Context: an optimization exercise on an open-source flow, tuned for small area and a short achievable clock period. The choices shown serve that exercise and are no tape-out recipe.
At most, simulation tests tie the RTL to the original design; equivalence was not proved.
The RTL of runs 4 to 6 was laid out without a check of its function.
Power is estimated from default activity; no workload was simulated.

File: flow/flow/run.sh
#!/bin/bash
set -euo pipefail
export BUFFER_PORTS_ARGS="-buffer_cell sky130_fd_sc_hd__buf_1"
export SETUP_SLACK_MARGIN=5.4
bash standard.sh > standard.log 2>&1
File: flow/standard.sh
#!/bin/bash
# synth_recipe.tcl (not shown) runs the flow's synth.tcl, then flattens the netlist and writes it again
# the make line also repeats each setting of config.mk as NAME=value (left out here)
make -C /OpenROAD-flow-scripts/flow DESIGN_CONFIG=/design/flow/config.mk WORK_HOME=/design/flow/orfs CLKGATE_MAP_FILE= SYNTH_SCRIPT=/design/flow/synth_recipe.tcl "${@:-finish}"
File: flow/config.mk
export PLATFORM = sky130hd
export DESIGN_NAME = ovarint_core
export DESIGN_NICKNAME = ovarint_core
export VERILOG_FILES = /design/flow/design.v
export SDC_FILE = /design/flow/constraint.sdc
export NUM_CORES = 4
export LEC_CHECK = 0
export CAP_MARGIN = 20
export CORE_MARGIN = 2
export CORE_UTILIZATION = 35
export PLACE_DENSITY = 0.45
export SLEW_MARGIN = 20
File: flow/constraint.sdc
create_clock -name core_clock -period 8.0 [get_ports {clk}]
set_input_delay 1.6000 -clock core_clock [delete_from_list [all_inputs] [get_ports {clk}]]
set_output_delay 1.6000 -clock core_clock [all_outputs]
set_load 0.01 [all_outputs]
File: flow/design.v
module ovarint_core (
    input  wire         clk,
    input  wire         rst,
    input  wire         in_valid,
    input  wire [4:0]   cmd,         
    input  wire [127:0] val_in,
    input  wire [127:0] bytes_in,    
    input  wire [4:0]   len_in,
    output reg          out_valid,
    output reg  [2:0]   status,
    output reg  [4:0]   len_out,
    output reg  [127:0] bytes_out,   
    output reg  [127:0] val_out
);
    localparam [2:0] ST_OK        = 3'd0;
    localparam [2:0] ST_OUTRANGE  = 3'd1;
    localparam [2:0] ST_TRUNCATED = 3'd2;
    localparam [2:0] ST_ILLEGAL   = 3'd4;
    integer i, k, m;
    wire       dir  = cmd[4];
    wire       sgn  = cmd[3];
    wire [2:0] wsel = cmd[2:0];
    wire w8 = (wsel == 3'd0), w16 = (wsel == 3'd1), w32 = (wsel == 3'd2),
         w64 = (wsel == 3'd3), w128 = wsel[2];
    reg msb;
    always @* begin
        case (wsel)
            3'd0:    msb = val_in[7];
            3'd1:    msb = val_in[15];
            3'd2:    msb = val_in[31];
            3'd3:    msb = val_in[63];
            default: msb = val_in[127];
        endcase
    end
    wire s = sgn & msb;
    reg [127:0] wide;
    always @* begin
        wide = val_in;
        if (w8)  wide[15:8]  = {8{s}};
        if (w16) wide[23:16] = {8{s}};
        if (w32) wide[39:32] = {8{s}};
        if (w64) wide[71:64] = {8{s}};
    end
    reg [15:1] f;
    reg [8:0]  g;
    always @* begin
        for (k = 1; k < 16; k = k + 1) begin
            g = val_in[8 * k - 5 +: 9];
            f[k] = sgn ? (|g & ~&g) : |g[8:1];
        end
        if (sgn) begin
            if (w8)  f[1] = |val_in[7:3]   & ~&val_in[7:3];
            if (w16) f[2] = |val_in[15:11] & ~&val_in[15:11];
            if (w32) f[4] = |val_in[31:27] & ~&val_in[31:27];
            if (w64) f[8] = |val_in[63:59] & ~&val_in[63:59];
        end else begin
            if (w8)  f[1] = |val_in[7:4];
            if (w16) f[2] = |val_in[15:12];
            if (w32) f[4] = |val_in[31:28];
            if (w64) f[8] = |val_in[63:60];
        end
        if (w8)  f[15:2] = 14'd0;
        if (w16) f[15:3] = 13'd0;
        if (w32) f[15:5] = 11'd0;
        if (w64) f[15:9] = 7'd0;
    end
    wire oor_e = w128 & (sgn ? (|val_in[127:123] & ~&val_in[127:123]) : (|val_in[127:124]));
    wire [7:0] hdr  = bytes_in[7:0];
    wire       negd = sgn & ~hdr[7];
    wire [3:0] n_d  = sgn ? (hdr[6:3] ^ {4{~hdr[7]}}) : hdr[7:4];
    wire [7:0] hdr_v = sgn ? {{5{negd}}, hdr[2:0]} : {4'd0, hdr[3:0]};
    wire       trunc = ~len_in[4] & (len_in[3:0] <= n_d);
    reg [127:0] x_a;         
    reg [15:1]  f_a;         
    reg [3:0]   nd_a;        
    reg         dir_a, sgn_a;
    reg [2:0]   wsel_a;
    reg         e_a;         
    reg         v_a;
    always @(posedge clk) begin
        if (rst)
            v_a <= 1'b0;
        else
            v_a <= in_valid;
        x_a    <= dir ? {bytes_in[127:8], hdr_v} : wide;
        f_a    <= f;
        nd_a   <= n_d;
        dir_a  <= dir;
        sgn_a  <= sgn;
        wsel_a <= wsel;
        e_a    <= dir ? trunc : oor_e;
    end
    reg [3:0] n_e;
    always @* begin
        n_e = 4'd0;
        for (k = 1; k < 16; k = k + 1)
            if (f_a[k]) n_e = k;
    end
    wire [3:0] n = dir_a ? nd_a : n_e;
    wire       fill = x_a[7];
    wire [3:0] sh   = ~n;
    reg [127:0] r, y;
    always @* begin
        for (i = 0; i < 16; i = i + 1)
            r[8 * i +: 8] = x_a[8 * (15 - i) +: 8];
        y = r;
        if (sh[3]) y = {{64{fill}}, y[127:64]};
        if (sh[2]) y = {{32{fill}}, y[127:32]};
        if (sh[1]) y = {{16{fill}}, y[127:16]};
        if (sh[0]) y = {{8{fill}},  y[127:8]};
    end
    wire [7:0] hx = dir_a ? 8'd0 : sgn_a ? {1'b1, n, 3'd0} : {n, 4'd0};
    wire [127:0] res = {y[127:8], y[7:0] ^ hx};
    wire negd_a = x_a[7];
    reg [15:0] c, p, q;
    always @* begin
        for (m = 0; m < 16; m = m + 1)
            c[m] = negd_a ? (&x_a[8 * m +: 8]) : ~(|x_a[8 * m +: 8]);
        p[0] = c[0];
        for (m = 1; m < 16; m = m + 1)
            p[m] = p[m - 1] & c[m];
        for (m = 0; m < 15; m = m + 1)
            q[m] = p[m] & (~sgn_a | (x_a[8 * m + 15] == negd_a));
        q[15] = p[15];
    end
    reg  [3:0] wb;        
    always @* begin
        case (wsel_a)
            3'd0:    wb = 4'd1;
            3'd1:    wb = 4'd2;
            3'd2:    wb = 4'd4;
            default: wb = 4'd8;
        endcase
    end
    wire [4:0] dw   = {1'b0, nd_a} - {1'b0, wb};
    wire       fits = wsel_a[2] | dw[4] | q[dw[3:0]];
    reg [2:0] st;
    always @* begin
        if (wsel_a > 3'd4) st = ST_ILLEGAL;
        else if (!dir_a)   st = e_a ? ST_OUTRANGE : ST_OK;
        else if (e_a)      st = ST_TRUNCATED;
        else if (!fits)    st = ST_OUTRANGE;
        else               st = ST_OK;
    end
    always @(posedge clk) begin
        if (rst)
            out_valid <= 1'b0;
        else
            out_valid <= v_a;
        status    <= st;
        len_out   <= (st == ST_OK) ? ({1'b0, n} + 5'd1) : 5'd0;
        y_b       <= res;
    end
    reg [127:0] y_b;
    always @* begin
        bytes_out = y_b;
        val_out   = y_b;
    end
endmodule
==> flow_metrics.py, run 1 <==
metrics = {
    "synthesis": {
        "synth_edf_count": 0,
        "ys_types": 66,
        "synthesis.area_um2": 15960,
        "ys_seq_area_share_pct": 36.50,
        "synth_top_area_share_pct": 36.50,
        "yosysTopAreaCell": "dfxtp_1",
        "ys_ff_latch": 291,
        "syn_area_per_cell_um2": 9.568,
        "async_reset_ff_share_pct": 0,
        "synth_ff_type": "dfxtp_1",
        "synth_fp_nets": 1947,
        "syn_inst": 1668,
        "yosysMostFrequentCell": "dfxtp_1",
        "ys_warn_count": 1,
        "synth.area.top_cells": "dfxtp_1 37%, mux2i_1 14%, mux2_2 8.3%, buf_4 6.1%, mux4_2 4.7%",
        "synthTopCellsByCount": "291 x dfxtp_1, 222 x mux2i_1, 138 x nand2_1",
    },
    "grt": {
        "grt_max_degree": 92,
        "grtUsageTotal_pct": 31.04,
        "grt_pass1_wl_um": 107400,
        "grt_pass1_vias": 15340,
        "grt_antenna_before_repair": 3,
        "grt-ovfl-total": 0,
    },
    "floorplan": {
        "core_um2": 45190,
        "rows": 78,
        "start_util_pct": 35.32,
        "io_pins": 534,
        "die-area_um2": 47320,
        "die_y_um": 217.5,
        "die_x_um": 217.5,
    },
    "routing": {
        "route.vias.total": 15830,
        "viasPerCell": 5.706,
        "post_drt_wl_per_cell_um": 28.12,
        "drtIter0Drc": 1399,
        "first_pass_iters": 7,
        "postRouteAntennaNets": 0,
        "drt-total-wl_um": 78010,
        "drc_errors": 0,
    },
    "setup_path": {
        "crit_slowest_cell": "or4_4",
        "critPathTopFamily": "multiplexers",
        "start_kind": "flop",
        "arrival_ns": 3.31,
        "crit_path_frequent_cell": "mux2i_1",
        "crit_chain": "or4_4, a211oi_4, a21oi_4, buf_12, clkbuf_16, mux2i_2, mux2i_1, mux2_4, mux2i_1, xor2_1",
        "worst-path-buf-inv": 2,
        "cp_max_fo": 8,
        "max_stage_delay_ns": 0.53,
        "cp.required_ns": 8.47,
        "path_class": "reg2reg",
        "end_kind": "flop",
    },
    "placement": {
        "dp_cells": 2575,
        "io_buffer_count": 533,
        "gp_congestion": 0.9633,
        "place_ws_ns": 4.080,
        "hpwl_um": 55480,
    },
    "power": {
        "switching_share_pct": 34.00,
        "power.density_nw_per_um2": 240.9,
        "peakVddDrop_v": 0.0001763,
        "switchingPower_mw": 2.034,
        "pwr-share-comb_pct": 38.6,
        "p_int_mw": 3.949,
        "p_seq_share_pct": 34.5,
        "p_clk_share_pct": 26.9,
        "p_leak_nw": 9.833,
    },
    "clock_network": {
        "clock_path_buffers": 3,
        "cts_tree": "yes",
        "cts.sinks": 291,
        "cts_max_level": 2,
        "cts_root_buffer": "clkbuf_16",
        "clk_latency_ns": 0.55,
        "numCtsBuffers": 34,
        "path_clk_slew_ns": 0.06,
    },
    "final_layout": {
        "drive_above_1_share_pct": 48.69,
        "post-route-util_pct": 54.96,
        "area_growth_syn_to_layout_pct": 55.60,
        "finalNetCount": 2425,
        "fin_cells": 2774,
    },
    "timing": {
        "max-slew-margin-rel_pct": 25.15,
        "clock_skew_ns": 0.02852,
        "rsz0062_at_grt": "yes",
        "setup_ws_ns": 5.153,
        "setup-tns-final_ns": 0,
        "worst_pin_slew_ns": 1.111,
        "holdWs_ns": 0.4423,
        "min_period_ns": 2.847,
        "fmax_ghz": 0.3512,
        "slew_viol_final": 0,
        "fin_crit_sh_pct": 35.59,
        "report.final.hold_viol_count": 0,
        "setup_violations": 0,
    },
    "flow_run": {
        "maxCapViolations": 0,
    },
    "worst_hold_path": {
        "hold_class": "reg2reg",
    },
    "run_status": {
        "status": "timing/DRC/antenna clean",
    },
}
[sequential cells by signal, indices dropped and copies added (netlist names), 3 cells and up]
register and flops:
status 3, nd_a 4, wsel_a 3, x_a 128, len_out 5, y_b 128, f_a 15
[area by class of cell]
| type | count | area (um^2) |
|---|---|---|
| antenna | 3 | 7.507 |
| inverter | 28 | 155.1 |
| multi-input combinational | 1122 | 10650 |
| tap | 600 | 750.7 |
| sequential | 291 | 6082 |
| timing repair inverter | 3 | 28.78 |
| clock buffer | 50 | 1045 |
| clock inverter | 11 | 123.9 |
| fill | 3891 | 20350 |
| timing repair buffer | 666 | 5987 |
[metrics by stage]
step	instance area, um^2	power (mW)
after floorplan	16050	2.855
after global placement	17430	3.316
after global routing	24830	6.189
after detailed placement	17430	3.309
after CTS	22900	5.712
final	24830	5.983
[final timing paths]
check                              from         to  slack (ns)  cells past startpoint
worst max-delay path            f_a[14]     y_b[4]        5.15                     10
worst min-delay path                v_a  out_valid        0.44                      1
worst max register to register  f_a[14]     y_b[4]        5.15                     10
worst min register to register      v_a  out_valid        0.44                      1
[cells by family (layout without fill, tap and decap cells)]
kind of cell    count (synthesis)  in the layout  share of synthesized area, %
buf+inv                       265            758                         9.722
fa+ha+maj                      10             10                        0.8311
compound gates                306            311                         12.44
other cells                     0              3                             0
mux                           374            374                         26.98
simple gates                  399            404                         12.26
xor+xnor                       23             23                         1.262
flops                         291            291                         36.50
[per-layer routing]
layer	GRT usage, %	share of wire (%)	up-vias
met5	0	0	-
met4	12.42	4.1	0
met3	6.151	8.1	186
met2	49.55	46	933
met1	41.07	41	7690
li1	-	-	7020
[repair_timing]
action	in CTS	in global routing
gates resized for setup	974	281
pin swaps	46	70
endpoints found under the setup margin	513	437
setup buffers	50	42
gates cloned	32	11
hold buffers	0	0
[power by group through the flow]
| stage | combinational, mW | sequential (mW) | clock (mW) |
|---|---|---|---|
| after floorplan | 0.942 | 1.91 | 0 |
| after global placement | 1.37 | 1.95 | 0 |
| after detailed placement | 1.35 | 1.95 | 0 |
| after CTS | 2.03 | 2.04 | 1.63 |
| after global routing | 2.41 | 2.08 | 1.70 |
| final | 2.31 | 2.07 | 1.61 |
[layout by cell type, fill, tap and decap left out, types with 37 or more instances in the layout]
cell type,Yosys,routed
a21oi_1,95,37
buf_1,15,259
buf_4,130,55
buf_6,6,290
clkbuf_16,0,44
dfxtp_1,291,142
dfxtp_2,0,121
mux2_2,118,99
mux2i_1,222,105
mux2i_2,0,70
mux2i_4,0,47
nand2_1,138,131
nand4_1,52,52
nor2_1,62,50
nor4_1,49,45
==> run 2: changes to the inputs <==
==> flow/flow/run.sh (replaced) <==
#!/bin/bash
set -euo pipefail
export BUFFER_PORTS_ARGS="-buffer_cell sky130_fd_sc_hd__buf_1"
bash standard.sh > standard.log 2>&1
--- a/flow/config.mk
+++ b/flow/config.mk
@@ -9,4 +9,5 @@
 export CORE_MARGIN = 2
 export CORE_UTILIZATION = 35
 export PLACE_DENSITY = 0.45
+export SETUP_SLACK_MARGIN = 5
 export SLEW_MARGIN = 20
==> flow_metrics.py, run 2 <==
metrics = {
    "run_status": {
        "status": "timing/DRC/antenna clean",
    },
    "timing": {
        "max-slew-margin-rel_pct": 31.36,
        "worst_pin_slew_ns": 1.019,
        "fin_crit_sh_pct": 37.33,
        "slew_viol_final": 0,
        "report.final.hold_viol_count": 0,
        "clock_skew_ns": 0.03972,
        "setup_violations": 0,
        "min_period_ns": 2.987,
        "fmax_ghz": 0.3348,
        "setup-tns-final_ns": 0,
        "setup_ws_ns": 5.013,
        "rsz0062_at_grt": "yes",
    },
    "synthesis": {
        "syn_area_per_cell_um2": 9.568,
        "ys_ff_latch": 291,
        "ys_warn_count": 1,
        "synth_ff_type": "dfxtp_1",
        "yosysMostFrequentCell": "dfxtp_1",
        "syn_inst": 1668,
        "ys_seq_area_share_pct": 36.50,
        "synth_edf_count": 0,
        "yosysTopAreaCell": "dfxtp_1",
        "synth_top_area_share_pct": 36.50,
        "synthTopCellsByCount": "291 x dfxtp_1, 222 x mux2i_1, 138 x nand2_1",
        "synth.area.top_cells": "dfxtp_1 37%, mux2i_1 14%, mux2_2 8.3%, buf_4 6.1%, mux4_2 4.7%",
        "ys_types": 66,
        "synth_fp_nets": 1947,
        "synthesis.area_um2": 15960,
        "async_reset_ff_share_pct": 0,
    },
    "floorplan": {
        "rows": 78,
        "io_pins": 534,
        "core_um2": 45190,
        "die-area_um2": 47320,
        "die_y_um": 217.5,
        "die_x_um": 217.5,
        "start_util_pct": 35.32,
    },
    "setup_path": {
        "crit_slowest_cell": "or4_4",
        "cp_max_fo": 36,
        "r2r_end": "y_b[4]",
        "end_kind": "flop",
        "path_class": "reg2reg",
        "max_stage_delay_ns": 0.54,
        "ff2ff_path_depth": 9,
        "crit_end": "y_b[4]",
        "critPathTopFamily": "simple AND/OR/NAND/NOR gates",
        "r2r_slack_ns": 5.01,
        "cp.depth": 9,
        "arrival_ns": 3.48,
        "start_kind": "flop",
        "r2r_start": "f_a[12]",
        "startpoint": "f_a[12]",
        "worst-path-buf-inv": 2,
        "crit_chain": "or4_4, or3b_4, o21a_4, buf_4, bufbuf_16, mux2i_1, mux2_2, mux2i_2, xor2_1",
        "cp.required_ns": 8.49,
    },
    "clock_network": {
        "clock_path_buffers": 3,
        "numCtsBuffers": 35,
        "cts.sinks": 291,
        "cts_hold_buf": 0,
        "cts_root_buffer": "clkbuf_16",
        "cts_max_level": 2,
        "clk_latency_ns": 0.57,
        "path_clk_slew_ns": 0.07,
        "cts_tree": "yes",
    },
    "final_layout": {
        "finalNetCount": 2306,
        "layout_common_cells": "528 x buf_1, 287 x dfxtp_1, 214 x mux2i_1",
        "diodes": 0,
        "multi_input_area_um2": 8801,
        "seq_area_um2": 5831,
        "num-fill-cells": 4531,
        "area_growth_syn_to_layout_pct": 20.12,
        "top_regs": "x_a: 128 flops, y_b: 128 flops, f_a: 15 flops",
        "mostFrequentLayoutCell": "buf_1",
        "drive_above_1_share_pct": 14.61,
    },
    "routing": {
        "drt-total-wl_um": 73350,
        "viasPerCell": 5.643,
        "first_pass_iters": 5,
        "post_drt_wl_per_cell_um": 27.65,
        "drc_errors": 0,
        "postRouteAntennaNets": 0,
        "route.vias.total": 14970,
        "drtIter0Drc": 1215,
    },
    "grt": {
        "grt-ovfl-total": 0,
        "grt_pass1_wl_um": 102100,
        "grt_pass1_vias": 14610,
        "grt_max_degree": 94,
        "grt_antenna_before_repair": 1,
        "grtUsageTotal_pct": 29.87,
    },
    "power": {
        "peakVddDrop_v": 0.0001416,
        "power.density_nw_per_um2": 264.3,
        "p_leak_nw": 7.720,
    },
    "worst_hold_path": {
        "hold_class": "reg2reg",
    },
    "placement": {
        "gp_congestion": 0.9667,
        "io_buffer_count": 533,
        "hpwl_um": 56040,
        "place_ws_ns": 4.009,
    },
    "flow_run": {
        "maxCapViolations": 0,
    },
}
## run 2: worst min-delay path by stage
stage / slack (ns) / to / start / cells past startpoint
final: 0.45 / out_valid / v_a / 1
after global routing: 0.46 / out_valid / v_a / 1
after CTS: 0.45 / out_valid / v_a / 1
after detailed placement: 0.43 / out_valid / v_a / 1
after global placement: 0.42 / out_valid / v_a / 1
after floorplan: 0.34 / y_b[127] / x_a[7] / 0
## run 2: metal layers
metal | GRT usage [%] | vias to the layer above | wire length [um]
met1 | 38.99 | 7225 | 31340
met3 | 6.569 | 143 | 5979
met5 | 0 | - | 13
met2 | 47.98 | 837 | 33240
li1 | - | 6764 | -
met4 | 11.62 | 2 | 2784
## run 2: stage by stage
| step | utilization [%] | area (um^2) | power [mW] | hold WS, ns | std cells |
|---|---|---|---|---|---|
| after floorplan | - | 16010 | 2.851 | 0.3419 | 1668 |
| final | 42.42 | 19170 | 5.066 | 0.4509 | 2653 |
| after global placement | 38.53 | 17410 | 3.335 | 0.4250 | 2576 |
| after CTS | 41.98 | 18970 | 5.064 | 0.4541 | 2647 |
| after detailed placement | 38.53 | 17410 | 3.329 | 0.4343 | 2576 |
| after global routing | 42.42 | 19170 | 5.271 | 0.4624 | 2653 |
## run 2: repair_timing
action / 4_1_cts / 5_1_grt
resized for setup: 59 / 36
buffers inserted: 3 / 4
setup endpoints to repair: 237 / 206
pin swaps: 4 / 3
cloned: 5 / 2
## run 2: final cells by class
class	instances	share of cell area, %
clock buffers	47	5.287
clock inverters	16	1.123
inverters	28	0.7049
multi-input cells	1114	45.91
flip-flops and latches	291	30.42
well taps	600	3.916
repair buffers	557	12.64
## run 2: report_power, final
group / internal (mW) / switching [mW] / total [mW]
registers: 1.68 / 0.278 / 1.96
logic: 0.537 / 0.878 / 1.42
clock network: 1.05 / 0.639 / 1.69
total: 3.27 / 1.80 / 5.07
## run 2: kinds of logic after synthesis
family                   Yosys count  share of synthesized area (%)
XOR/XNOR                          23                          1.262
AND/OR/NAND/NOR                  399                          12.26
AO/OA/AOI/OAI                    306                          12.44
multiplexers                     374                          26.98
adder cells (fa/ha/maj)           10                         0.8311
flip-flops                       291                          36.50
buffers and inverters            265                          9.722
==> run 3: changes to the inputs <==
--- a/flow/config.mk
+++ b/flow/config.mk
@@ -8,6 +8,8 @@
 export CAP_MARGIN = 20
 export CORE_MARGIN = 2
 export CORE_UTILIZATION = 35
+export CTS_BUF_LIST = sky130_fd_sc_hd__clkbuf_4 sky130_fd_sc_hd__clkbuf_8
+export CTS_CLUSTER_SIZE = 24
 export PLACE_DENSITY = 0.45
 export SETUP_SLACK_MARGIN = 5
 export SLEW_MARGIN = 20
==> flow_metrics.py, run 3 <==
metrics = {
    "run_status": {
        "status": "timing/DRC/antenna clean",
    },
    "placement": {
        "gp_congestion": 0.9667,
        "io_buffer_count": 533,
        "hpwl_um": 56040,
        "dp_cells": 2576,
        "placedInstanceArea_um2": 17410,
    },
    "routing": {
        "first_pass_iters": 5,
        "viasPerCell": 5.650,
        "post_drt_wl_per_cell_um": 27.49,
        "drt-total-wl_um": 74020,
        "drtIter0Drc": 1199,
        "route.vias.total": 15220,
        "drc_errors": 0,
        "postRouteAntennaNets": 0,
    },
    "grt": {
        "grt_antenna_before_repair": 1,
        "grt_pass1_vias": 14760,
        "grt_pass1_wl_um": 102400,
        "grt_max_degree": 94,
        "grt-ovfl-total": 0,
        "grtUsageTotal_pct": 29.93,
    },
    "synthesis": {
        "synthesis.area_um2": 15960,
        "syn_area_per_cell_um2": 9.568,
        "synth_top_area_share_pct": 36.50,
        "yosysTopAreaCell": "dfxtp_1",
        "ys_seq_area_share_pct": 36.50,
        "async_reset_ff_share_pct": 0,
        "ys_warn_count": 1,
        "synthTopCellsByCount": "291 x dfxtp_1, 222 x mux2i_1, 138 x nand2_1",
        "synth_edf_count": 0,
        "yosysMostFrequentCell": "dfxtp_1",
        "syn_inst": 1668,
        "synth_ff_type": "dfxtp_1",
        "synth_fp_nets": 1947,
        "synth.area.top_cells": "dfxtp_1 37%, mux2i_1 14%, mux2_2 8.3%, buf_4 6.1%, mux4_2 4.7%",
        "ys_ff_latch": 291,
        "ys_types": 66,
    },
    "final_layout": {
        "area_growth_syn_to_layout_pct": 21.02,
        "mostFrequentLayoutCell": "buf_1",
        "final_area_um2": 19310,
        "top_regs": "x_a: 128 flops, y_b: 128 flops, f_a: 15 flops",
        "drive_above_1_share_pct": 16.67,
        "finalNetCount": 2330,
        "layout_common_cells": "529 x buf_1, 287 x dfxtp_1, 205 x mux2i_1",
        "diodes": 0,
        "fin_cells": 2693,
    },
    "clock_network": {
        "numCtsBuffers": 50,
        "cts_max_level": 2,
        "clk_latency_ns": 0.64,
        "cts_root_buffer": "clkbuf_8",
        "clock_path_buffers": 3,
        "cts_tree": "yes",
        "cts_hold_buf": 0,
        "cts.sinks": 291,
        "path_clk_slew_ns": 0.06,
    },
    "floorplan": {
        "die-area_um2": 47320,
        "die_y_um": 217.5,
        "die_x_um": 217.5,
        "rows": 78,
        "core_um2": 45190,
        "io_pins": 534,
        "start_util_pct": 35.32,
    },
    "timing": {
        "min_period_ns": 2.980,
        "worst_pin_slew_ns": 0.9889,
        "slew_viol_final": 0,
        "setup_violations": 0,
        "report.final.hold_viol_count": 0,
        "holdWs_ns": 0.4504,
        "fmax_ghz": 0.3356,
        "rsz0062_at_grt": "yes",
        "setup-tns-final_ns": 0,
        "max-slew-margin-rel_pct": 33.37,
        "fin_crit_sh_pct": 37.25,
        "clock_skew_ns": 0.02781,
    },
    "power": {
        "power.density_nw_per_um2": 258.5,
        "p_int_mw": 3.189,
        "switching_share_pct": 36.13,
        "p_seq_share_pct": 39.3,
        "p_clk_share_pct": 32.0,
        "peakVddDrop_v": 0.0001196,
        "pwr-share-comb_pct": 28.7,
        "p_leak_nw": 7.787,
        "switchingPower_mw": 1.803,
    },
    "setup_path": {
        "arrival_ns": 3.47,
        "cp_max_fo": 36,
        "cp.required_ns": 8.49,
        "end_kind": "flop",
        "start_kind": "flop",
        "path_class": "reg2reg",
    },
    "worst_hold_path": {
        "hold_class": "reg2reg",
    },
    "flow_run": {
        "maxCapViolations": 0,
    },
}
[run 3: changes by cell type in the layout (fill, tap and decap cells not counted), moves of 3 or more]
cell,previous run,this run
buf_4,6,11
clkbuf_8,6,66
clkbuf_4,2,15
clkbuf_1,5,0
mux2i_1,214,205
mux2i_2,8,16
clkbuf_16,39,4
buf_6,5,2
[run 3: cell families after synthesis]
group,Yosys count,synth area share [%]
simple gates,399,12.26
mux,374,26.98
compound gates,306,12.44
flops,291,36.50
buf+inv,265,9.722
xor+xnor,23,1.262
fa+ha+maj,10,0.8311
[run 3: power by group through the flow]
stage | registers, mW | clock network, mW | logic [mW]
after floorplan | 1.91 | 0 | 0.938
after global placement | 1.98 | 0 | 1.35
after detailed placement | 1.98 | 0 | 1.34
after CTS | 1.95 | 1.63 | 1.39
after global routing | 1.97 | 1.69 | 1.54
final | 1.96 | 1.60 | 1.43
[run 3: through the flow]
step / setup WS [ns] / util [%] / total power [mW]
floorplan: 4.917 / - / 2.851
global placement: 4.026 / 38.53 / 3.335
detailed placement: 4.009 / 38.53 / 3.329
CTS: 4.994 / 41.89 / 4.967
global route: 4.951 / 42.74 / 5.208
finish: 5.020 / 42.74 / 4.992
[run 3: final timing paths]
kind,from,to,slack [ns],cells past startpoint
max reg2reg,f_a[15],y_b[85],5.02,9
min reg2reg,v_a,out_valid,0.45,1
max,f_a[15],y_b[85],5.02,9
min,v_a,out_valid,0.45,1
[run 3: layer usage]
layer | wire length [um] | track usage [%]
met1 | 31090 | 39.13
met2 | 33330 | 48.12
met3 | 6731 | 7.155
met4 | 2852 | 10.43
met5 | 13 | 0
[run 3: what timing repair did]
item                                    in CTS  in global routing
hold endpoints to repair                     0                  0
pin swaps                                    5                  5
gates resized for setup                     57                 48
endpoints found under the setup margin     214                186
buffers inserted                             1                 12
cloned                                       5                  5
[run 3: critical path, cell delays in order, from the launching register on]
cell,delay (ns)
dfxtp_1,0.35
or4_4,0.57
or3b_4,0.46
o21a_4,0.20
buf_16,0.21
nor2_4,0.28
buf_8,0.23
a21oi_1,0.13
o21ai_1,0.24
o21ai_0,0.14
[run 3: area by class of cell]
| type | count | area [um^2] |
|---|---|---|
| Inverter | 28 | 135.1 |
| Fill cell | 4539 | 25870 |
| Timing Repair Buffer | 565 | 2551 |
| Clock inverter | 15 | 205.2 |
| Sequential cell | 291 | 5831 |
| Clock buffer | 79 | 999.7 |
| Multi-Input combinational cell | 1115 | 8841 |
| Tap cell | 600 | 750.7 |
==> run 4: changes to the inputs <==
--- a/flow/design.v
+++ b/flow/design.v
@@ -22,24 +22,13 @@
     wire [2:0] wsel = cmd[2:0];
     wire w8 = (wsel == 3'd0), w16 = (wsel == 3'd1), w32 = (wsel == 3'd2),
          w64 = (wsel == 3'd3), w128 = wsel[2];
-    reg msb;
-    always @* begin
-        case (wsel)
-            3'd0:    msb = val_in[7];
-            3'd1:    msb = val_in[15];
-            3'd2:    msb = val_in[31];
-            3'd3:    msb = val_in[63];
-            default: msb = val_in[127];
-        endcase
-    end
-    wire s = sgn & msb;
     reg [127:0] wide;
     always @* begin
         wide = val_in;
-        if (w8)  wide[15:8]  = {8{s}};
-        if (w16) wide[23:16] = {8{s}};
-        if (w32) wide[39:32] = {8{s}};
-        if (w64) wide[71:64] = {8{s}};
+        if (w8)  wide[15:8]  = {8{sgn & val_in[7]}};
+        if (w16) wide[23:16] = {8{sgn & val_in[15]}};
+        if (w32) wide[39:32] = {8{sgn & val_in[31]}};
+        if (w64) wide[71:64] = {8{sgn & val_in[63]}};
     end
     reg [15:1] f;
     reg [8:0]  g;
@@ -69,13 +58,13 @@
     wire       negd = sgn & ~hdr[7];
     wire [3:0] n_d  = sgn ? (hdr[6:3] ^ {4{~hdr[7]}}) : hdr[7:4];
     wire [7:0] hdr_v = sgn ? {{5{negd}}, hdr[2:0]} : {4'd0, hdr[3:0]};
-    wire       trunc = ~len_in[4] & (len_in[3:0] <= n_d);
     reg [127:0] x_a;         
     reg [15:1]  f_a;         
     reg [3:0]   nd_a;        
     reg         dir_a, sgn_a;
     reg [2:0]   wsel_a;
-    reg         e_a;         
+    reg         oor_a;       
+    reg [4:0]   len_a;       
     reg         v_a;
     always @(posedge clk) begin
         if (rst)
@@ -88,7 +77,8 @@
         dir_a  <= dir;
         sgn_a  <= sgn;
         wsel_a <= wsel;
-        e_a    <= dir ? trunc : oor_e;
+        oor_a  <= oor_e;
+        len_a  <= len_in;
     end
     reg [3:0] n_e;
     always @* begin
@@ -134,11 +124,12 @@
     end
     wire [4:0] dw   = {1'b0, nd_a} - {1'b0, wb};
     wire       fits = wsel_a[2] | dw[4] | q[dw[3:0]];
+    wire trunc = ~len_a[4] & (len_a[3:0] <= nd_a);
     reg [2:0] st;
     always @* begin
         if (wsel_a > 3'd4) st = ST_ILLEGAL;
-        else if (!dir_a)   st = e_a ? ST_OUTRANGE : ST_OK;
-        else if (e_a)      st = ST_TRUNCATED;
+        else if (!dir_a)   st = oor_a ? ST_OUTRANGE : ST_OK;
+        else if (trunc)    st = ST_TRUNCATED;
         else if (!fits)    st = ST_OUTRANGE;
         else               st = ST_OK;
     end
--- a/flow/config.mk
+++ b/flow/config.mk
@@ -8,8 +8,6 @@
 export CAP_MARGIN = 20
 export CORE_MARGIN = 2
 export CORE_UTILIZATION = 35
-export CTS_BUF_LIST = sky130_fd_sc_hd__clkbuf_4 sky130_fd_sc_hd__clkbuf_8
-export CTS_CLUSTER_SIZE = 24
 export PLACE_DENSITY = 0.45
 export SETUP_SLACK_MARGIN = 5
 export SLEW_MARGIN = 20
==> flow_metrics.py, run 4 <==
metrics = {
    "worst_hold_path": {
        "hold_class": "reg2reg",
        "hold_path_depth": 1,
        "hp-start": "v_a",
    },
    "placement": {
        "io_buffer_count": 533,
        "gp_congestion": 0.9392,
        "dp_cells": 2610,
        "hpwl_um": 56260,
    },
    "synthesis": {
        "ys_types": 64,
        "syn_area_per_cell_um2": 9.460,
        "ys_seq_area_share_pct": 36.95,
        "synth.area.top_cells": "dfxtp_1 37%, mux2i_1 13%, mux2_2 8.0%, buf_4 6.0%, mux4_2 4.8%",
        "yosysTopAreaCell": "dfxtp_1",
        "syn_inst": 1695,
        "synthTopCellsByCount": "296 x dfxtp_1, 204 x mux2i_1, 137 x nand2_1",
        "synth_top_area_share_pct": 36.95,
        "ys_warn_count": 1,
        "synth_edf_count": 0,
        "synthesis.area_um2": 16040,
        "async_reset_ff_share_pct": 0,
        "synth_ff_type": "dfxtp_1",
        "ys_ff_latch": 296,
        "synth_fp_nets": 1974,
        "yosysMostFrequentCell": "dfxtp_1",
    },
    "routing": {
        "first_pass_iters": 5,
        "post_drt_wl_per_cell_um": 26.88,
        "drc_errors": 0,
        "viasPerCell": 5.607,
        "route.vias.total": 15040,
        "drt-total-wl_um": 72120,
        "postRouteAntennaNets": 0,
        "drtIter0Drc": 1270,
    },
    "timing": {
        "worst_pin_slew_ns": 0.9561,
        "report.final.hold_viol_count": 0,
        "min_period_ns": 2.990,
        "setup_violations": 0,
        "slew_viol_final": 0,
        "max-slew-margin-rel_pct": 36.26,
        "clock_skew_ns": 0.02183,
        "setup-tns-final_ns": 0,
        "fmax_ghz": 0.3345,
        "rsz0062_at_grt": "yes",
        "fin_crit_sh_pct": 37.37,
    },
    "final_layout": {
        "drive_above_1_share_pct": 14.45,
        "fin_cells": 2683,
        "diodes": 0,
        "top_regs": "x_a: 128 flops, y_b: 128 flops, f_a: 15 flops",
        "finalNetCount": 2339,
        "num-fill-cells": 4538,
        "layout_common_cells": "532 x buf_1, 288 x dfxtp_1, 199 x mux2i_1",
        "mostFrequentLayoutCell": "buf_1",
        "area_growth_syn_to_layout_pct": 20.65,
    },
    "run_status": {
        "status": "timing/DRC/antenna clean",
    },
    "clock_network": {
        "clk_latency_ns": 0.56,
        "path_clk_slew_ns": 0.06,
        "cts_root_buffer": "clkbuf_16",
        "cts.sinks": 296,
        "cts_max_level": 2,
        "numCtsBuffers": 34,
        "clock_path_buffers": 3,
        "cts_tree": "yes",
    },
    "grt": {
        "grt-ovfl-total": 0,
        "grtUsageTotal_pct": 29.07,
        "grt_antenna_before_repair": 0,
        "grt_pass1_wl_um": 100100,
        "grt_pass1_vias": 14590,
        "grt_max_degree": 88,
    },
    "floorplan": {
        "die_x_um": 218.0,
        "start_util_pct": 35.41,
        "die_y_um": 218.0,
        "rows": 78,
        "io_pins": 534,
        "die-area_um2": 47540,
        "core_um2": 45280,
    },
    "setup_path": {
        "worst-path-buf-inv": 1,
        "startpoint": "dir_a",
        "critPathTopFamily": "multiplexers",
        "start_kind": "flop",
        "arrival_ns": 3.39,
        "cp.required_ns": 8.40,
        "end_kind": "flop",
        "max_stage_delay_ns": 0.62,
        "crit_path_frequent_cell": "mux4_2",
        "crit_chain": "nor3_2, and3_1, a21oi_4, buf_4, mux4_2, mux4_2, xnor2_4",
        "crit_slowest_cell": "mux4_2",
        "path_class": "reg2reg",
        "cp_max_fo": 30,
        "r2r_slack_ns": 5.01,
        "ff2ff_path_depth": 7,
        "r2r_start": "dir_a",
        "cp.depth": 7,
    },
    "power": {
        "p_leak_nw": 7.422,
        "peakVddDrop_v": 0.0001491,
        "power.density_nw_per_um2": 261.2,
        "finalPower_mw": 5.053,
    },
    "flow_run": {
        "maxCapViolations": 0,
    },
}
[run 4: per-layer routing]
metal | vias up | GRT usage, % | routed length [um]
met4 | 0 | 9.569 | 2198
met5 | - | 0 | 0
met2 | 827 | 46.93 | 33310
met3 | 112 | 6.639 | 6123
met1 | 7249 | 38.24 | 30480
li1 | 6856 | - | -
[run 4: worst paths after layout]
check,end
hold reg to reg,out_valid
setup / recovery,y_b[7]
setup reg to reg,y_b[7]
hold / removal,out_valid
[run 4: stage by stage]
stage | cell area (um^2) | setup WS (ns) | utilization, % | hold slack [ns]
after floorplan | 16040 | 5.049 | - | 0.3290
after global placement | 17510 | 4.053 | 38.66 | 0.4192
after detailed placement | 17510 | 4.071 | 38.66 | 0.4332
after CTS | 19050 | 4.771 | 42.08 | 0.4476
after global routing | 19350 | 4.886 | 42.72 | 0.4570
final | 19350 | 5.010 | 42.72 | 0.4445
[run 4: area by class of cell]
| class | instances | area [um^2] | area share, % |
|---|---|---|---|
| multi-input combinational | 1146 | 8812 | 45.55 |
| sequential | 296 | 5938 | 30.69 |
| timing repair buffer | 561 | 2522 | 13.04 |
| clock buffer | 46 | 997.2 | 5.154 |
| tap | 600 | 750.7 | 3.880 |
| clock inverter | 13 | 200.2 | 1.035 |
| inverter | 20 | 117.6 | 0.6079 |
| timing repair inverter | 1 | 8.758 | 0.04527 |
[run 4: cell families after synthesis]
logic type                 synth area share (%)
buffers and inverters                     9.426
adders and majority gates                0.8271
xor gates and xnor gates                  1.365
DFF                                       36.95
and+or+nand+nor                           13.31
AOI/OAI and AO/OA                         12.32
muxes                                     25.80
[run 4: repair_timing]
item / CTS / global route
buffers inserted: 1 / 2
hold buffers: 0 / 0
endpoints found under the setup margin: 228 / 209
cloned: 4 / 7
pin swaps: 2 / 1
resized for setup: 50 / 37
[run 4: worst reg2reg max path, cell delays in order (launching register included)]
cell,delay (ns)
dfxtp_2,0.47
nor3_2,0.13
and3_1,0.21
a21oi_4,0.16
buf_4,0.46
mux4_2,0.65
mux4_2,0.58
xnor2_4,0.20
[run 4: report_power, final]
part	leakage [nW]	internal, mW	switching (mW)
registers	2.49	1.71	0.259
logic	4.34	0.544	0.885
clock network	0.591	1.03	0.625
==> run 5: changes to the inputs <==
==> flow/flow/run.sh (replaced) <==
#!/bin/bash
set -euo pipefail
export BUFFER_PORTS_ARGS="-buffer_cell sky130_fd_sc_hd__buf_1"
export SETUP_SLACK_MARGIN=5.3
bash standard.sh > standard.log 2>&1
--- a/flow/config.mk
+++ b/flow/config.mk
@@ -9,5 +9,4 @@
 export CORE_MARGIN = 2
 export CORE_UTILIZATION = 35
 export PLACE_DENSITY = 0.45
-export SETUP_SLACK_MARGIN = 5
 export SLEW_MARGIN = 20
==> flow_metrics.py, run 5 <==
metrics = {
    "timing": {
        "worst_pin_slew_ns": 0.8364,
        "report.final.hold_viol_count": 0,
        "rsz0062_at_grt": "yes",
        "max-slew-margin-rel_pct": 43.91,
        "setup-tns-final_ns": 0,
        "fmax_ghz": 0.3541,
        "slew_viol_final": 0,
        "setup_violations": 0,
        "min_period_ns": 2.824,
        "fin_crit_sh_pct": 35.30,
        "clock_skew_ns": 0.02210,
    },
    "synthesis": {
        "ys_ff_latch": 296,
        "async_reset_ff_share_pct": 0,
        "synth_ff_type": "dfxtp_1",
        "synth_fp_nets": 1974,
        "synthesis.area_um2": 16040,
        "synth_edf_count": 0,
        "syn_area_per_cell_um2": 9.460,
        "ys_warn_count": 1,
        "synth.area.top_cells": "dfxtp_1 37%, mux2i_1 13%, mux2_2 8.0%, buf_4 6.0%, mux4_2 4.8%",
        "synthTopCellsByCount": "296 x dfxtp_1, 204 x mux2i_1, 137 x nand2_1",
        "syn_inst": 1695,
        "yosysTopAreaCell": "dfxtp_1",
        "yosysMostFrequentCell": "dfxtp_1",
        "ys_types": 64,
        "ys_seq_area_share_pct": 36.95,
        "synth_top_area_share_pct": 36.95,
    },
    "setup_path": {
        "startpoint": "f_a[10]",
        "cp_max_fo": 7,
        "r2r_start": "f_a[10]",
        "cp.required_ns": 8.47,
        "start_kind": "flop",
        "end_kind": "flop",
        "arrival_ns": 3.30,
        "path_class": "reg2reg",
    },
    "power": {
        "power.density_nw_per_um2": 248.8,
        "peakVddDrop_v": 0.0001411,
        "p_leak_nw": 8.040,
        "finalPower_mw": 5.250,
    },
    "clock_network": {
        "cts_max_level": 2,
        "cts_root_buffer": "clkbuf_16",
        "path_clk_slew_ns": 0.07,
        "numCtsBuffers": 35,
        "clock_path_buffers": 3,
        "cts_hold_buf": 0,
        "cts.sinks": 296,
        "cts_tree": "yes",
        "clk_latency_ns": 0.56,
    },
    "floorplan": {
        "io_pins": 534,
        "die-area_um2": 47540,
        "die_x_um": 218.0,
        "core_um2": 45280,
        "rows": 78,
        "die_y_um": 218.0,
        "start_util_pct": 35.41,
    },
    "placement": {
        "dp_cells": 2607,
        "placedInstanceArea_um2": 17490,
        "gp_congestion": 0.9229,
        "hpwl_um": 56100,
        "io_buffer_count": 533,
    },
    "grt": {
        "grt_pass1_wl_um": 102300,
        "grt_max_degree": 86,
        "grt_pass1_vias": 14880,
        "grt-ovfl-total": 0,
        "grtUsageTotal_pct": 29.61,
        "grt_antenna_before_repair": 1,
    },
    "final_layout": {
        "final_area_um2": 21100,
        "finalNetCount": 2394,
        "top_regs": "x_a: 128 flops, y_b: 128 flops, f_a: 15 flops",
        "mostFrequentLayoutCell": "buf_1",
        "area_growth_syn_to_layout_pct": 31.61,
        "drive_above_1_share_pct": 28.14,
        "fin_cells": 2739,
        "layout_common_cells": "447 x buf_1, 242 x dfxtp_1, 136 x nand2_1, 136 x mux2i_1, 102 x mux2_2",
        "diodes": 0,
    },
    "routing": {
        "postRouteAntennaNets": 0,
        "drtIter0Drc": 1276,
        "viasPerCell": 5.680,
        "first_pass_iters": 5,
        "route.vias.total": 15560,
        "drc_errors": 0,
        "drt-total-wl_um": 74560,
        "post_drt_wl_per_cell_um": 27.22,
    },
    "worst_hold_path": {
        "hp-start": "v_a",
        "hold_class": "reg2reg",
    },
    "run_status": {
        "status": "timing/DRC/antenna clean",
    },
    "flow_run": {
        "maxCapViolations": 0,
    },
}
run 5: final cells by class:
cell class | instances | area, um^2
multi-input cells | 1146 | 9768
fillers | 4479 | 24180
repair inverters | 3 | 28.78
well taps | 600 | 750.7
clock buffers | 53 | 1066
repair buffers | 613 | 3249
flip-flops and latches | 296 | 6033
clock inverters | 8 | 86.33
inverters | 20 | 121.4
run 5: stage by stage:
step	setup slack, ns	utilization, %	hold WS [ns]
6_report	5.176	46.60	0.4487
5_1_grt	5.109	46.60	0.4555
4_1_cts	5.186	44.14	0.4516
3_5_place_dp	4.043	38.62	0.4381
3_3_place_gp	4.086	38.62	0.4193
2_1_floorplan	5.318	-	0.3290
run 5: final timing paths:
| check | endpoint | slack, ns | cells past startpoint |
|---|---|---|---|
| max | y_b[3] | 5.18 | 10 |
| min | out_valid | 0.45 | 1 |
| max reg2reg | y_b[3] | 5.18 | 10 |
| min reg2reg | out_valid | 0.45 | 1 |
run 5: cell families (layout without fill, tap and decap cells):
group                      count (synthesis)  after routing  share of synthesized area (%)
and+or+nand+nor                          431            432                          13.31
muxes                                    356            356                          25.80
AOI/OAI and AO/OA                        323            323                          12.32
DFF                                      296            296                          36.95
buffers and inverters                    254            697                          9.426
xor gates and xnor gates                  25             25                          1.365
adders and majority gates                 10             10                         0.8271
run 5: routing by layer:
| layer | routed length (um) | track usage, % |
|---|---|---|
| met1 | 31110 | 39.56 |
| met2 | 34780 | 48.62 |
| met3 | 6243 | 5.216 |
| met4 | 2402 | 8.934 |
| met5 | 11 | 0 |
run 5: power by group:
group,internal (mW),switching [mW],leakage [nW]
registers,1.72,0.278,2.50
logic,0.698,0.960,4.97
clock network,0.958,0.641,0.569
run 5: critical path, stage by stage, from the launching register on:
cell,delay (ns)
dfxtp_2,0.32
or4_4,0.54
o211ai_4,0.21
o21ai_4,0.11
buf_12,0.16
buf_16,0.14
mux2i_2,0.16
mux2_4,0.30
mux4_2,0.49
o2bb2ai_2,0.13
a31oi_1,0.18
run 5: what timing repair did:
item / in CTS / in global routing
gates cloned: 13 / 5
setup buffers: 26 / 27
pin swaps: 17 / 17
hold endpoints to repair: 0 / 0
gates resized for setup: 248 / 205
endpoints found under the setup margin: 314 / 173
==> run 6: changes to the inputs <==
==> flow/flow/run.sh (replaced) <==
#!/bin/bash
set -euo pipefail
export BUFFER_PORTS_ARGS="-buffer_cell sky130_fd_sc_hd__buf_1"
export SETUP_SLACK_MARGIN=5.15
bash standard.sh > standard.log 2>&1
==> flow_metrics.py, run 6 <==
metrics = {
    "run_status": {
        "status": "timing/DRC/antenna clean",
    },
    "final_layout": {
        "diodes": 0,
        "drive_above_1_share_pct": 16.37,
        "area_growth_syn_to_layout_pct": 22.42,
        "multi_input_area_um2": 8912,
        "mostFrequentLayoutCell": "buf_1",
        "num-fill-cells": 4511,
        "layout_common_cells": "531 x buf_1, 266 x dfxtp_1, 198 x mux2i_1",
        "top_regs": "x_a: 128 flops, y_b: 128 flops, f_a: 15 flops",
        "finalNetCount": 2351,
        "seq_area_um2": 5973,
    },
    "timing": {
        "rsz0062_at_grt": "yes",
        "slew_viol_final": 0,
        "min_period_ns": 2.880,
        "holdWs_ns": 0.4445,
        "setup_violations": 0,
        "report.final.hold_viol_count": 0,
        "max-slew-margin-rel_pct": 41.28,
        "worst_pin_slew_ns": 0.8756,
        "setup-tns-final_ns": 0,
        "clock_skew_ns": 0.02165,
        "fmax_ghz": 0.3473,
        "fin_crit_sh_pct": 36.00,
    },
    "synthesis": {
        "synthTopCellsByCount": "296 x dfxtp_1, 204 x mux2i_1, 137 x nand2_1",
        "synth.area.top_cells": "dfxtp_1 37%, mux2i_1 13%, mux2_2 8.0%, buf_4 6.0%, mux4_2 4.8%",
        "async_reset_ff_share_pct": 0,
        "synth_edf_count": 0,
        "syn_inst": 1695,
        "yosysMostFrequentCell": "dfxtp_1",
        "ys_warn_count": 1,
        "ys_types": 64,
        "synth_fp_nets": 1974,
        "ys_seq_area_share_pct": 36.95,
        "ys_ff_latch": 296,
        "yosysTopAreaCell": "dfxtp_1",
        "synthesis.area_um2": 16040,
        "synth_top_area_share_pct": 36.95,
        "synth_ff_type": "dfxtp_1",
        "syn_area_per_cell_um2": 9.460,
    },
    "clock_network": {
        "cts_max_level": 2,
        "cts_tree": "yes",
        "clock_path_buffers": 3,
        "cts_hold_buf": 0,
        "cts.sinks": 296,
        "clk_latency_ns": 0.56,
        "cts_root_buffer": "clkbuf_16",
        "path_clk_slew_ns": 0.06,
        "numCtsBuffers": 34,
    },
    "setup_path": {
        "startpoint": "dir_a",
        "cp.required_ns": 8.40,
        "cp_max_fo": 30,
        "path_class": "reg2reg",
        "max_stage_delay_ns": 0.61,
        "worst-path-buf-inv": 1,
        "critPathTopFamily": "multiplexers",
        "crit_chain": "nor3_2, and3_1, a21oi_4, clkbuf_8, mux4_2, mux4_2, xnor2_4",
        "start_kind": "flop",
        "crit_slowest_cell": "mux4_2",
        "arrival_ns": 3.28,
        "r2r_start": "dir_a",
        "crit_path_frequent_cell": "mux4_2",
        "end_kind": "flop",
    },
    "routing": {
        "drc_errors": 0,
        "post_drt_wl_per_cell_um": 26.88,
        "viasPerCell": 5.613,
        "route.vias.total": 15130,
        "first_pass_iters": 6,
        "drt-total-wl_um": 72460,
        "postRouteAntennaNets": 0,
        "drtIter0Drc": 1143,
    },
    "grt": {
        "grtUsageTotal_pct": 29.41,
        "grt_pass1_vias": 14700,
        "grt_pass1_wl_um": 101100,
        "grt-ovfl-total": 0,
        "grt_max_degree": 88,
        "grt_antenna_before_repair": 0,
    },
    "floorplan": {
        "rows": 78,
        "die-area_um2": 47540,
        "core_um2": 45280,
        "io_pins": 534,
        "start_util_pct": 35.41,
        "die_x_um": 218.0,
        "die_y_um": 218.0,
    },
    "power": {
        "p_leak_nw": 7.531,
        "peakVddDrop_v": 0.0001490,
        "power.density_nw_per_um2": 258.8,
    },
    "flow_run": {
        "maxCapViolations": 0,
    },
    "placement": {
        "io_buffer_count": 533,
        "hpwl_um": 56260,
        "gp_congestion": 0.9392,
    },
    "worst_hold_path": {
        "hold_class": "reg2reg",
        "hp-start": "v_a",
    },
}
-- run 6: cell counts after synthesis --
Identical to the previous run, type by type.
-- run 6: what timing repair did --
action / in CTS / in global routing
gates resized for setup: 86 / 47
pin swaps: 4 / 5
gates cloned: 8 / 5
hold endpoints to repair: 0 / 0
endpoints found under the setup margin: 247 / 214
setup buffers: 3 / 10
-- run 6: logic make-up after synthesis --
logic type / share of synthesized area, %
AND/OR/NAND/NOR: 13.31
adder cells (fa/ha/maj): 0.8271
buffers and inverters: 9.426
AO/OA/AOI/OAI: 12.32
flip-flops: 36.95
XOR/XNOR: 1.365
multiplexers: 25.80
-- run 6: final timing paths --
check | cells after the start | end | slack, ns
setup / recovery | 7 | y_b[7] | 5.12
hold / removal | 1 | out_valid | 0.44
setup reg to reg | 7 | y_b[7] | 5.12
hold reg to reg | 1 | out_valid | 0.44
-- run 6: where the power goes --
group,internal (mW),switching [mW]
Combinational,0.560,0.894
Sequential,1.71,0.258
Clock,1.03,0.625
Total,3.30,1.78
-- run 6: cell type report --
class                           count  share of cell area [%]
Multi-Input combinational cell   1146                   45.40
Sequential cell                   296                   30.43
Clock inverter                     13                   1.020
Inverter                           20                  0.5482
Clock buffer                       46                   5.080
Tap cell                          600                   3.824
Timing Repair Buffer              572                   13.61
Timing Repair inverter              2                 0.08923
-- run 6: layer usage --
metal,GRT usage (%),vias to the layer above,wire (um)
li1,-,6884,-
met1,38.31,7322,30630
met2,47.23,796,33140
met3,7.001,124,5905
met4,10.73,0,2783
met5,0,-,0
-- run 6: worst register-to-register path: stages (launching register included) --
cell	delay (ns)
dfxtp_2	0.46
nor3_2	0.13
and3_1	0.21
a21oi_4	0.18
clkbuf_8	0.35
mux4_2	0.62
mux4_2	0.59
xnor2_4	0.19
-- run 6: through the flow --
| step | setup WS [ns] | cells | power (mW) | area (um^2) | util, % |
|---|---|---|---|---|---|
| 2_1_floorplan | 5.049 | 1695 | 2.863 | 16040 | - |
| 3_3_place_gp | 4.053 | 2610 | 3.346 | 17510 | 38.66 |
| 3_5_place_dp | 4.071 | 2610 | 3.340 | 17510 | 38.66 |
| 4_1_cts | 5.025 | 2680 | 5.079 | 19310 | 42.64 |
| 5_1_grt | 5.026 | 2695 | 5.308 | 19630 | 43.35 |
| 6_report | 5.120 | 2695 | 5.080 | 19630 | 43.35 |
==> run 7: changes to the inputs <==
--- a/flow/design.v
+++ b/flow/design.v
@@ -53,6 +53,7 @@
         if (w32) f[15:5] = 11'd0;
         if (w64) f[15:9] = 7'd0;
     end
+    wire s_e = sgn & (w8 ? val_in[7] : w16 ? val_in[15] : w32 ? val_in[31] : w64 ? val_in[63] : val_in[127]);
     wire oor_e = w128 & (sgn ? (|val_in[127:123] & ~&val_in[127:123]) : (|val_in[127:124]));
     wire [7:0] hdr  = bytes_in[7:0];
     wire       negd = sgn & ~hdr[7];
@@ -62,6 +63,7 @@
     reg [15:1]  f_a;         
     reg [3:0]   nd_a;        
     reg         dir_a, sgn_a;
+    reg         s_a;         
     reg [2:0]   wsel_a;
     reg         oor_a;       
     reg [4:0]   len_a;       
@@ -76,6 +78,7 @@
         nd_a   <= n_d;
         dir_a  <= dir;
         sgn_a  <= sgn;
+        s_a    <= s_e;
         wsel_a <= wsel;
         oor_a  <= oor_e;
         len_a  <= len_in;
@@ -99,8 +102,9 @@
         if (sh[1]) y = {{16{fill}}, y[127:16]};
         if (sh[0]) y = {{8{fill}},  y[127:8]};
     end
-    wire [7:0] hx = dir_a ? 8'd0 : sgn_a ? {1'b1, n, 3'd0} : {n, 4'd0};
-    wire [127:0] res = {y[127:8], y[7:0] ^ hx};
+    wire [7:0] y0 = dir_a ? y[7:0] :
+                    sgn_a ? {~s_a, n ^ {4{s_a}}, y[2:0]} : {n, y[3:0]};
+    wire [127:0] res = {y[127:8], y0};
     wire negd_a = x_a[7];
     reg [15:0] c, p, q;
     always @* begin
==> flow/flow/run.sh (replaced) <==
#!/bin/bash
set -euo pipefail
export BUFFER_PORTS_ARGS="-buffer_cell sky130_fd_sc_hd__buf_1"
export SETUP_SLACK_MARGIN=5.3
bash standard.sh > standard.log 2>&1
==> flow_metrics.py, run 7 <==
metrics = {
    "timing": {
        "worst_pin_slew_ns": 0.8050,
        "max-slew-margin-rel_pct": 46.26,
        "slew_viol_final": 0,
        "setup-tns-final_ns": 0,
        "min_period_ns": 2.792,
        "clock_skew_ns": 0.02195,
        "report.final.hold_viol_count": 0,
        "fin_crit_sh_pct": 34.90,
        "fmax_ghz": 0.3582,
        "setup_violations": 0,
        "rsz0062_at_grt": "yes",
        "setup_ws_ns": 5.208,
    },
    "routing": {
        "postRouteAntennaNets": 0,
        "drt-total-wl_um": 77030,
        "first_pass_iters": 6,
        "viasPerCell": 5.723,
        "post_drt_wl_per_cell_um": 26.70,
        "route.vias.total": 16510,
        "drc_errors": 0,
        "drtIter0Drc": 1565,
    },
    "clock_network": {
        "cts_tree": "yes",
        "path_clk_slew_ns": 0.06,
        "numCtsBuffers": 35,
        "clock_path_buffers": 3,
        "cts.sinks": 297,
        "clk_latency_ns": 0.57,
        "cts_max_level": 2,
        "cts_root_buffer": "clkbuf_16",
    },
    "final_layout": {
        "final_area_um2": 20730,
        "post-route-util_pct": 45.49,
        "area_growth_syn_to_layout_pct": 27.89,
        "top_regs": "x_a: 128 flops, y_b: 128 flops, f_a: 15 flops",
        "diodes": 0,
        "num-fill-cells": 4582,
        "layout_common_cells": "400 x buf_1, 246 x dfxtp_1, 245 x nand2_1",
        "drive_above_1_share_pct": 25.86,
        "mostFrequentLayoutCell": "buf_1",
        "finalNetCount": 2538,
    },
    "grt": {
        "grt-ovfl-total": 0,
        "grt_pass1_wl_um": 106600,
        "grt_antenna_before_repair": 1,
        "grt_max_degree": 95,
        "grtUsageTotal_pct": 30.30,
        "grt_pass1_vias": 15600,
    },
    "synthesis": {
        "synth_edf_count": 0,
        "syn_inst": 1886,
        "ys_types": 64,
        "ys_ff_latch": 297,
        "yosysMostFrequentCell": "dfxtp_1",
        "async_reset_ff_share_pct": 0,
        "ys_warn_count": 1,
        "synth_ff_type": "dfxtp_1",
        "synth.area.top_cells": "dfxtp_1 37%, mux2i_1 9.4%, mux2_2 8.8%, buf_4 6.3%, nand2_1 5.8%",
        "synth_top_area_share_pct": 36.68,
        "yosysTopAreaCell": "dfxtp_1",
        "syn_area_per_cell_um2": 8.596,
        "synthTopCellsByCount": "297 x dfxtp_1, 252 x nand2_1, 152 x mux2i_1",
        "synthesis.area_um2": 16210,
        "ys_seq_area_share_pct": 36.68,
        "synth_fp_nets": 2165,
    },
    "power": {
        "p_leak_nw": 8.237,
        "peakVddDrop_v": 0.0001535,
        "p_int_mw": 3.379,
        "p_clk_share_pct": 32.3,
        "p_seq_share_pct": 37.5,
        "switching_share_pct": 36.12,
        "switchingPower_mw": 1.910,
        "power.density_nw_per_um2": 255.1,
        "pwr-share-comb_pct": 30.2,
        "finalPower_mw": 5.290,
    },
    "setup_path": {
        "arrival_ns": 3.24,
        "max_stage_delay_ns": 0.54,
        "cp.required_ns": 8.45,
        "crit_chain": "or4_4, a211oi_4, nor2_4, bufbuf_16, mux2i_2, a21oi_1, nor2_1, a211o_1, o21ai_0",
        "path_class": "reg2reg",
        "end_kind": "flop",
        "start_kind": "flop",
        "crit_slowest_cell": "or4_4",
        "cp_max_fo": 21,
    },
    "flow_run": {
        "maxCapViolations": 0,
    },
    "floorplan": {
        "die_y_um": 219.2,
        "die-area_um2": 48060,
        "io_pins": 534,
        "rows": 78,
        "core_um2": 45580,
        "start_util_pct": 35.57,
        "die_x_um": 219.2,
    },
    "placement": {
        "place_ws_ns": 4.081,
        "placedInstanceArea_um2": 17590,
        "io_buffer_count": 533,
        "gp_congestion": 0.9358,
        "hpwl_um": 56550,
    },
    "run_status": {
        "status": "timing/DRC/antenna clean",
    },
    "worst_hold_path": {
        "hold_class": "reg2reg",
    },
}
-- run 7: cell count changes after synthesis, sizes merged, moves of 10 or more --
cell	delta
o21a	+16
nor2	+34
buf	+16
o21ai	+33
a21o	+10
mux4	-34
a211o	+31
nand3	+21
mux2i	-52
nand2	+115
a31oi	-10
o211ai	+23
-- run 7: per-layer routing --
metal  wire, um  share of wire [%]  track usage (%)
met1      32880                 43            41.66
met2      35170                 46            48.47
met3       6363                8.3            4.574
met4       2598                3.4            9.977
met5         16              0.021                0
-- run 7: cells by family after synthesis --
logic type / Yosys count / share of synthesized area (%)
AND/OR/NAND/NOR: 578 / 16.59
AO/OA/AOI/OAI: 426 / 16.79
flip-flops: 297 / 36.68
multiplexers: 278 / 18.14
buffers and inverters: 275 / 9.802
XOR/XNOR: 22 / 1.189
adder cells (fa/ha/maj): 10 / 0.8181
-- run 7: through the flow --
stage	hold slack, ns	instances
global route	0.4596	2885
finish	0.4382	2885
floorplan	0.3258	1886
global placement	0.4220	2778
detailed placement	0.4309	2778
CTS	0.4463	2864
-- run 7: area by class of cell --
class                           count  area [um^2]  share of cell area, %
Clock buffer                       41        938.4                  4.526
Clock inverter                     22        275.3                  1.328
Multi-Input combinational cell   1318         9509                  45.86
Sequential cell                   297         6030                  29.08
Timing Repair inverter              1        8.758                0.04224
Inverter                           20        103.9                 0.5009
Timing Repair Buffer              586         3118                  15.04
Tap cell                          600        750.7                  3.621
-- run 7: power groups by stage --
| stage | Combinational (mW) | Clock, mW | Sequential [mW] |
|---|---|---|---|
| 4_1_cts | 1.47 | 1.74 | 1.96 |
| 5_1_grt | 1.71 | 1.80 | 2.00 |
| 2_1_floorplan | 0.931 | 0 | 1.93 |
| 3_5_place_dp | 1.33 | 0 | 1.99 |
| 3_3_place_gp | 1.34 | 0 | 1.98 |
| 6_report | 1.60 | 1.71 | 1.98 |
-- run 7: worst max-delay path, delay by kind of cell, from the launching register on --
kind / cells / cell delay [ns]
AO/OA/AOI/OAI: 4 / 1.05
AND/OR/NAND/NOR: 3 / 0.76
buffers and inverters: 1 / 0.36
flip-flops: 1 / 0.32
multiplexers: 1 / 0.20
-- run 7: timing repair --
item                       4_1_cts  5_1_grt
setup endpoints to repair      310      296
pin swaps                       20       21
buffers inserted                12       11
resized for setup              215      225
gates cloned                    11       10
hold endpoints to repair         0        0
hold buffers                     0        0
-- run 7: path summary, 6_finish.rpt --
path | startpoint | endpoint | cells after the start | slack [ns]
hold reg to reg | v_a | out_valid | 1 | 0.44
setup reg to reg | f_a[5] | y_b[53] | 9 | 5.21
setup / recovery | f_a[5] | y_b[53] | 9 | 5.21
hold / removal | v_a | out_valid | 1 | 0.44
==> run 8: changes to the inputs <==
==> flow/flow/run.sh (replaced) <==
#!/bin/bash
set -euo pipefail
export BUFFER_PORTS_ARGS="-buffer_cell sky130_fd_sc_hd__buf_1"
export SETUP_SLACK_MARGIN=5.15
bash standard.sh > standard.log 2>&1
--- a/flow/config.mk
+++ b/flow/config.mk
@@ -7,6 +7,6 @@
 export LEC_CHECK = 0
 export CAP_MARGIN = 20
 export CORE_MARGIN = 2
-export CORE_UTILIZATION = 35
-export PLACE_DENSITY = 0.45
+export CORE_UTILIZATION = 45
+export PLACE_DENSITY = 0.55
 export SLEW_MARGIN = 20
==> flow_metrics.py, run 8 <==
metrics = {
    "synthesis": {
        "yosysMostFrequentCell": "dfxtp_1",
        "synth_top_area_share_pct": 36.68,
        "ys_types": 64,
        "async_reset_ff_share_pct": 0,
        "synth.area.top_cells": "dfxtp_1 37%, mux2i_1 9.4%, mux2_2 8.8%, buf_4 6.3%, nand2_1 5.8%",
        "ys_seq_area_share_pct": 36.68,
        "synthTopCellsByCount": "297 x dfxtp_1, 252 x nand2_1, 152 x mux2i_1",
        "yosysTopAreaCell": "dfxtp_1",
        "synth_ff_type": "dfxtp_1",
        "ys_ff_latch": 297,
        "synthesis.area_um2": 16210,
        "syn_area_per_cell_um2": 8.596,
        "ys_warn_count": 1,
        "synth_fp_nets": 2165,
        "synth_edf_count": 0,
        "syn_inst": 1886,
    },
    "timing": {
        "report.final.hold_viol_count": 0,
        "setup_violations": 0,
        "clock_skew_ns": 0.02564,
        "max-slew-margin-rel_pct": 50.56,
        "slew_viol_final": 0,
        "holdWs_ns": 0.4390,
        "fmax_ghz": 0.3555,
        "worst_pin_slew_ns": 0.7416,
        "fin_crit_sh_pct": 35.16,
        "min_period_ns": 2.813,
        "setup-tns-final_ns": 0,
        "rsz0062_at_grt": "yes",
    },
    "setup_path": {
        "cp.required_ns": 8.51,
        "crit_chain": "or4_4, a211oi_4, nor2_4, buf_12, mux2i_1, o21ai_0, nor2_1, a21oi_1, mux2_2",
        "start_kind": "flop",
        "cp_max_fo": 13,
        "path_class": "reg2reg",
        "arrival_ns": 3.33,
        "worst-path-buf-inv": 1,
        "max_stage_delay_ns": 0.59,
        "end_kind": "flop",
        "critPathTopFamily": "compound AO/OA/AOI/OAI gates",
        "crit_slowest_cell": "o21ai_0",
    },
    "grt": {
        "grtUsageTotal_pct": 34.35,
        "grt_antenna_before_repair": 1,
        "grt_max_degree": 88,
        "gr-usage-met1_pct": 47.16,
        "grt-ovfl-total": 0,
        "grt.busiest_layer": "met2",
        "grt_pass1_vias": 15060,
        "use_met2_pct": 54.23,
        "grt_pass1_wl_um": 97890,
        "use_met3_pct": 5.357,
    },
    "routing": {
        "drc_errors": 0,
        "postRouteAntennaNets": 0,
        "viasPerCell": 5.988,
        "first_pass_iters": 5,
        "drt-total-wl_um": 69430,
        "route.vias.total": 16270,
        "post_drt_wl_per_cell_um": 25.55,
        "drtIter0Drc": 1855,
    },
    "clock_network": {
        "clock_path_buffers": 3,
        "clk_latency_ns": 0.59,
        "path_clk_slew_ns": 0.06,
        "cts_tree": "yes",
        "cts_max_level": 1,
        "cts_root_buffer": "clkbuf_16",
        "cts.sinks": 297,
        "cts_hold_buf": 0,
        "numCtsBuffers": 31,
    },
    "final_layout": {
        "diodes": 0,
        "drive_above_1_share_pct": 13.30,
        "finalNetCount": 2510,
        "fin_cells": 2717,
        "seq_area_um2": 5958,
        "multi_input_area_um2": 8940,
        "num-fill-cells": 3466,
        "mostFrequentLayoutCell": "buf_1",
        "top_regs": "x_a: 128 flops, y_b: 128 flops, f_a: 15 flops",
        "area_growth_syn_to_layout_pct": 18.24,
        "post-route-util_pct": 54.02,
        "layout_common_cells": "531 x buf_1, 287 x dfxtp_1, 250 x nand2_1",
    },
    "floorplan": {
        "core_um2": 35480,
        "die-area_um2": 37560,
        "die_y_um": 193.8,
        "start_util_pct": 45.69,
        "die_x_um": 193.8,
        "io_pins": 534,
        "rows": 69,
    },
    "power": {
        "p_leak_nw": 7.596,
        "p_clk_share_pct": 30.7,
        "p_seq_share_pct": 40.4,
        "power.density_nw_per_um2": 252.8,
        "switching_share_pct": 35.86,
        "p_int_mw": 3.108,
        "pwr-share-comb_pct": 28.8,
        "finalPower_mw": 4.845,
        "peakVddDrop_v": 0.0002036,
        "switchingPower_mw": 1.738,
    },
    "placement": {
        "gp_congestion": 0.9471,
        "hpwl_um": 52000,
        "io_buffer_count": 533,
        "dp_cells": 2640,
    },
    "run_status": {
        "status": "timing/DRC/antenna clean",
    },
    "worst_hold_path": {
        "hold_class": "reg2reg",
    },
    "flow_run": {
        "maxCapViolations": 0,
    },
}
==> run 8: changes by cell type in the layout (fill, tap and decap cells not counted), sizes merged <==
cell	previous run	this run
inv	27	21
and2	3	2
bufinv	5	3
clkinvlp	4	1
clkdlybuf4s15	0	1
bufbuf	3	1
buf	501	556
clkbuf	123	52
==> run 8: layout make-up <==
type | instances | share of cell area [%]
Clock buffer | 46 | 4.706
Clock inverter | 12 | 0.7768
Inverter | 20 | 0.6136
Multi-Input combinational cell | 1317 | 46.64
Sequential cell | 297 | 31.08
Tap cell | 461 | 3.009
Timing Repair Buffer | 564 | 13.17
==> run 8: metal layers <==
metal	routed length (um)	vias to the layer above
li1	-	7376
met1	29130	7808
met2	30920	966
met3	6528	120
met4	2848	0
met5	0	-
==> run 8: final timing paths <==
path | from | end | slack, ns | cells after the start
worst min-delay path | v_a | out_valid | 0.44 | 1
worst min register to register | v_a | out_valid | 0.44 | 1
worst max-delay path | dir_a | y_b[35] | 5.19 | 9
worst max register to register | dir_a | y_b[35] | 5.19 | 9
==> run 8: through the flow <==
stage	cell area, um^2	setup slack [ns]
final	19170	5.187
after detailed placement	17410	4.143
after floorplan	16220	5.049
after CTS	18850	5.105
after global routing	19170	5.132
after global placement	17410	4.173
==> run 8: power by group through the flow <==
stage	clock network, mW	logic (mW)	registers (mW)
6_report	1.49	1.40	1.96
3_5_place_dp	0	1.29	1.98
4_1_cts	1.51	1.34	1.95
2_1_floorplan	0	0.929	1.93
3_3_place_gp	0	1.30	1.98
5_1_grt	1.56	1.49	1.97
==> run 8: cell families (layout without fill, tap and decap cells) <==
kind of cell	count (synthesis)	after routing	synth area share, %
AOI/OAI and AO/OA	426	426	16.79
xor gates and xnor gates	22	22	1.189
adders and majority gates	10	10	0.8181
buffers and inverters	275	642	9.802
DFF	297	297	36.68
muxes	278	278	18.14
and+or+nand+nor	578	581	16.59
==> run 8: worst register-to-register path: stages (launching register included) <==
cell and delay [ns]:
dfxtp_2 0.41, or4_4 0.53, a211oi_4 0.26, nor2_4 0.12, buf_12 0.18, mux2i_1 0.15, o21ai_0 0.59, nor2_1 0.08
a21oi_1 0.22, mux2_2 0.19
==> run 8: timing repair <==
| item | in CTS | in global routing |
|---|---|---|
| pin swaps | 6 | 6 |
| buffers inserted | 4 | 5 |
| endpoints found under the setup margin | 231 | 216 |
| gates resized for setup | 65 | 47 |
| gates cloned | 5 | 5 |

-- re-timing with driven ports --
Ports are ideal in the flow. The routed layouts listed here were re-timed in OpenROAD.
Step 1: set_driving_cell puts a clkbuf_16 on clk and a buf_2 on each other input, an assumption about the parent block.
Step 2 also shifts input and output timing later by t, the mid clock arrival at the registers, as if the neighbouring blocks saw the same clock.
Three values: no drivers, after step 1, after step 2; two values: the first two.
run	t (ns)	setup WS [ns]
run 1	0.603	5.153 / 5.153 / 4.635
run 2	0.611	5.013 / 5.013 / 4.469
run 3	0.677	5.020 / 4.979 / 4.438
run 4	0.609	5.010 / 5.010 / 4.569
run 5	0.601	5.176 / 5.176 / 4.839
run 6	0.605	5.120 / 5.120 / 4.615
run 7	0.615	5.208 / 5.208 / 4.802
run 8	0.635	5.187 / 5.145 / 4.621
After both steps setup and hold are still met in every run listed.
